From an optimization exercise on the open Yosys and OpenROAD flow, aimed at small area, a short achievable clock period and few clock cycles; shortcuts taken in it are not production practice.
Only simulation tests tie the RTL to the original design; equivalence was not proved.
Power is estimated from default activity; no workload was simulated.

Design ldp_fc, start of the top module:
module ldp_fc #(
    parameter PBUF_SIZE = 64
) (
    input  wire        clk,
    input  wire        rst,           
    input  wire        cmd_valid,
    output wire        cmd_ready,
    input  wire [31:0] cmd,
    input  wire        rx_valid,
    output wire        rx_ready,
    input  wire [7:0]  rx_data,
    output wire        tx_valid,
    input  wire        tx_ready,
    output wire [7:0]  tx_data,
    output wire        po_valid,
    input  wire        po_ready,
    output wire [7:0]  po_data,
    output wire        busy,
    output wire [10:0] stat,          
    output wire [15:0] crc,
    output wire [1:0]  s3,
    output wire [1:0]  s4,
    output wire [15:0] pwp,
    output wire [15:0] alen,
    output wire [15:0] idx,
    output wire [7:0]  rid,
    output wire [15:0] rlen,
    output wire [7:0]  rinst,
    output wire [7:0]  rerr,
    output wire [15:0] rem,
    output wire [15:0] rcrc,
    output wire [15:0] nlog
);
clock: 10.0 ns
lec_check: 0
abc_clock_period_in_ps: 4000
cap_margin: 20
core_margin: 2
core_utilization: 40
cts_buf_list: sky130_fd_sc_hd__clkbuf_4 sky130_fd_sc_hd__clkbuf_8
setup_slack_margin: 5
slew_margin: 20
standard.sh (not shown) runs the stock make flow with config.mk's settings and CLKGATE_MAP_FILE= SYNTH_SCRIPT=/design/flow/synth_recipe.tcl, a recipe that flattens the netlist after the stock synthesis.
==> flow/flow/run.sh <==
#!/bin/bash
set -euo pipefail
sed 's/SETUP_SLACK_MARGIN=[0-9.]*/SETUP_SLACK_MARGIN=6.7/' standard.sh > standard_tight.sh
bash standard_tight.sh > standard_tight.log 2>&1
Testbench counts at the start, summed over its fixed seeds: cycles 14,027.
Then changed:
==> flow/flow/run.sh (replaced) <==
#!/bin/bash
# The standard layout, with these changes to how it is made:
#  * every input and output port is buffered as usual, with buf_1 cells;
#  * clock tree synthesis does not add dummy loads (its other arguments are
#    the standard ones: sink clustering, clock-net repair, the buffer list).
# Clock period, constraints and every other step are the standard ones.
set -euo pipefail
export BUFFER_PORTS_ARGS='-inputs -outputs -buffer_cell sky130_fd_sc_hd__buf_1'
export CTS_ARGS='-sink_clustering_enable -repair_clock_nets -buf_list {sky130_fd_sc_hd__clkbuf_4 sky130_fd_sc_hd__clkbuf_8} -dont_use_dummy_load'
sed 's/SETUP_SLACK_MARGIN=[0-9.]*/SETUP_SLACK_MARGIN=6.2/' standard.sh > standard_tight.sh
bash standard_tight.sh > standard_tight.log 2>&1
=> The new run produced a clean layout; utilization goes down by 5.0 points; worst hold slack gets worse by 0.029 ns; clock skew rises by 0.025 ns; clock-buffer cell count fell by 62; register-to-register slack degrades by 0.36 ns; cell area goes down by 10%; routed wire length falls by 7.1%.
Then changed:
==> flow/flow/run.sh (replaced) <==
#!/bin/bash
set -euo pipefail
export CTS_ARGS='-sink_clustering_enable -repair_clock_nets -buf_list {sky130_fd_sc_hd__clkbuf_4 sky130_fd_sc_hd__clkbuf_8} -dont_use_dummy_load'
sed 's/SETUP_SLACK_MARGIN=[0-9.]*/SETUP_SLACK_MARGIN=6.9/' standard.sh > standard_tight.sh
bash standard_tight.sh > standard_tight.log 2>&1
Sequential share of layout area came out lower by 6.1 points; global-route usage is higher by 1.9 points; routed wire length rises by 10%; design area goes up by 15%; power climbs by 0.56%.
Then changed:
==> flow/flow/run.sh (replaced) <==
#!/bin/bash
# The standard layout, with these changes to how it is made:
#  * every input and output port is buffered as usual, with buf_1 cells;
#  * clock tree synthesis does not add dummy loads (its other arguments are
#    the standard ones: sink clustering, clock-net repair, the buffer list).
# Clock period, constraints and every other step are the standard ones.
set -euo pipefail
export BUFFER_PORTS_ARGS='-inputs -outputs -buffer_cell sky130_fd_sc_hd__buf_1'
export CTS_ARGS='-sink_clustering_enable -repair_clock_nets -buf_list {sky130_fd_sc_hd__clkbuf_4 sky130_fd_sc_hd__clkbuf_8} -dont_use_dummy_load'
sed 's/SETUP_SLACK_MARGIN=[0-9.]*/SETUP_SLACK_MARGIN=6.5/' standard.sh > standard_tight.sh
bash standard_tight.sh > standard_tight.log 2>&1
Outcome: Worst setup slack gains 0.16 ns. Count of clock-buffer cells in the layout does not change. Power goes down by 0.85%. Hold slack loses 0.0071 ns. Synthesized area stays the same. Global-route usage goes down by 1.6 points. Non-clock buffer count goes down by 218. Final area goes down by 13%. Final cell count goes down by 6.1%. Clock power hardly moves.

[afterwards: timing with drivers on the ports]
How much do the figures lean on ideal ports? The routed layouts below were timed once more, with nothing changed but the port constraints. Step 1 sets driving cells, clkbuf_16 on the clock port and buf_2 on the other inputs (assumed; they add their load-dependent delay and slew). Step 2 times the ports against the registers' clock, not the clock port: input delays grow and output delays shrink by t, the midpoint of the rising clock arrivals with the driver on. a / b / c = ideal ports / drivers / drivers and shift; a / b = the first two.
| run | t (ns) | slack for setup (ns) | worst setup path after step 2 | worst register clock-pin slew, ns | worst slew at a driven data input, ns |
|---|---|---|---|---|---|
| the first run | 0.764 | 6.428 / 6.435 / 5.670 | input to register | 0.08 / 0.08 | 0.11 |
| the second run | 0.731 | 6.229 / 6.260 / 5.529 | input to register | 0.07 / 0.07 | 0.05 |
| the third run | 0.733 | 6.298 / 6.327 / 5.594 | input to register | 0.07 / 0.07 | 0.07 |
| the fourth run | 0.728 | 6.462 / 6.484 / 5.767 | input to register | 0.07 / 0.07 | 0.05 |
After both steps setup and hold are still met in every run listed. For the first run, which loses most, drivers alone change the setup slack by +0.007 ns; drivers and shift together by -0.758 ns.
